Context: an optimization exercise on an open-source flow, tuned for small area. The choices shown serve that exercise and are no tape-out recipe.
The RTL was checked by simulation tests, not by an equivalence proof against the original design.
Power figures rest on the tool's default switching activity, not on a simulated workload.

Setup of the baseline:
// ppwm
module ppwm (
    input             clk,
    input             rst,           
    input             tick,          
    input             bus_valid,
    input             bus_write,
    input      [1:0]  bus_size,      
    input      [11:0] bus_addr,
    input      [31:0] bus_wdata,
    output reg        bus_rvalid,
    output reg [31:0] bus_rdata,
    output reg        bus_fault,
    output            port_en,
    output            port_we,
    output     [7:0]  port_addr,
    output     [7:0]  port_wdata,
    input      [7:0]  port_rdata
);
Size in the first run: roughly 8800 cells after synthesis, roughly 110 I/O pins.
make LEC_CHECK=0 CAP_MARGIN=20 CORE_MARGIN=2 CORE_UTILIZATION=65 CTS_BUF_LIST=sky130_fd_sc_hd__clkbuf_8 CTS_CLUSTER_DIAMETER=60 CTS_CLUSTER_SIZE=14 PLACE_DENSITY=0.75 SLEW_MARGIN=20 finish   # period 12.0 ns
run.sh (not shown) runs the stock make flow with config.mk's settings and CLKGATE_MAP_FILE= SYNTH_SCRIPT=/design/flow/synth_recipe.tcl, a recipe that flattens the netlist after the stock synthesis.
What the candidate does differently from the baseline at the input level:
# the baseline
export LEC_CHECK = 0
export CAP_MARGIN = 20
export CORE_MARGIN = 2
export CORE_UTILIZATION = 65
export CTS_BUF_LIST = sky130_fd_sc_hd__clkbuf_8
export CTS_CLUSTER_DIAMETER = 60
export CTS_CLUSTER_SIZE = 14
export PLACE_DENSITY = 0.75
export SLEW_MARGIN = 20
create_clock -name core_clock -period 12.0 [get_ports {clk}]
# the candidate
export LEC_CHECK = 0
export CAP_MARGIN = 20
export CORE_MARGIN = 2
export CORE_UTILIZATION = 65
export CTS_BUF_LIST = sky130_fd_sc_hd__clkbuf_8
export CTS_CLUSTER_DIAMETER = 70
export CTS_CLUSTER_SIZE = 16
export PLACE_DENSITY = 0.75
export SLEW_MARGIN = 20
create_clock -name core_clock -period 12.0 [get_ports {clk}]
Results
- In the candidate the implementation ran to completion but is not tape-out ready, as the final checks report antenna violations.
- The candidate against the baseline; final cell count is down slightly.
- Diff the baseline -> the candidate | overall power | decrease of 2.0%
- Changes observed in the candidate relative to the baseline: clock transition at the registers of the reported paths held; data required time at the worst endpoint barely changed.
- Peak clock frequency supported by timing of the baseline is on par with the candidate.
- First-pass iteration count of the detailed router (higher): the candidate
- Re flip-flop and latch count: no difference whatsoever between the baseline and the candidate.
- Relative to the baseline, clock latency at the later pin of the worst-skew pair decreased by 30 ps in the candidate.
- STATUS minimum setup slack in the final design: the candidate wins against the baseline
- Multi-input gate share of the layout cell area of the candidate is on par with the baseline.
- Against the baseline, total non-filler cell area in the finished layout in the candidate fell slightly.

========
ppwm, a different RTL version from the one above (not shown whole).
Size: ~3000 flip-flops, about 110 I/O pins, roughly 130000 um2 of cells after synthesis.
==> flow/config.mk <==
export PLATFORM = sky130hd
export DESIGN_NAME = ppwm
export DESIGN_NICKNAME = ppwm
export VERILOG_FILES = /design/flow/design.v
export SDC_FILE = /design/flow/constraint.sdc
export NUM_CORES = 4
export LEC_CHECK = 0
export CAP_MARGIN = 20
export CORE_MARGIN = 2
export CORE_UTILIZATION = 50
export CTS_BUF_LIST = sky130_fd_sc_hd__clkbuf_16
export CTS_CLUSTER_DIAMETER = 80
export CTS_CLUSTER_SIZE = 20
export SLEW_MARGIN = 20
==> flow/constraint.sdc <==
create_clock -name core_clock -period 12.0 [get_ports {clk}]
set_input_delay 2.4000 -clock core_clock [delete_from_list [all_inputs] [get_ports {clk}]]
set_output_delay 2.4000 -clock core_clock [all_outputs]
set_load 0.01 [all_outputs]
Rerun with:
Settings changed: CORE_UTILIZATION 50 to 65, CTS_BUF_LIST sky130_fd_sc_hd__clkbuf_16 to sky130_fd_sc_hd__clkbuf_8, CTS_CLUSTER_DIAMETER 80 to 70, CTS_CLUSTER_SIZE 20 to 16, PLACE_DENSITY from default to 0.75.
What happened:
- total power shrinks by 5.0%
- die area decreases by 23%
- routed wire length goes down by 4.9%
Rerun with:
Settings changed: CTS_CLUSTER_DIAMETER 70 to 60, CTS_CLUSTER_SIZE 16 to 14.
The new run passed the timing, DRC and antenna checks.
Power goes up by 1.6%.
Maximum frequency hardly moves.
Hold slack improved by 10 ps.
Setup slack got worse by 28 ps.
Clock skew goes up by 7.6 ps.
Design area goes up by 0.39%.

afterwards: timing with drivers on the ports:
No port has a modelled driver above. Below, the same layouts with a new extraction and two added sets of constraints.
Step 1 sets driving cells, clkbuf_16 on the clock port and buf_2 on the other inputs (assumed; they add their load-dependent delay and slew).
Step 2 also shifts input and output timing later by t, the mid clock arrival at the registers, as if the neighbouring blocks saw the same clock.
Slacks: ideal ports / drivers / drivers and shift; pairs: ideal ports / drivers.
run	shift t [ns]	slack for setup (ns)	worst setup path after step 2	worst data-port slew with drivers (ns)
the baseline	1.171	1.052 / 1.016 / -0.155	input to register	0.25
the candidate	1.155	1.080 / 1.063 / -0.093	input to register	0.23
the first run of note 2	0.944	1.039 / 0.979 / 0.035	input to register	0.23
the second run of note 2	1.159	1.258 / 1.225 / 0.066	input to register	0.29
the third run of note 2	1.193	1.230 / 1.211 / 0.018	input to register	0.32
For the third run of note 2, which loses most, drivers alone change the setup slack by -0.019 ns; drivers and shift together by -1.212 ns.
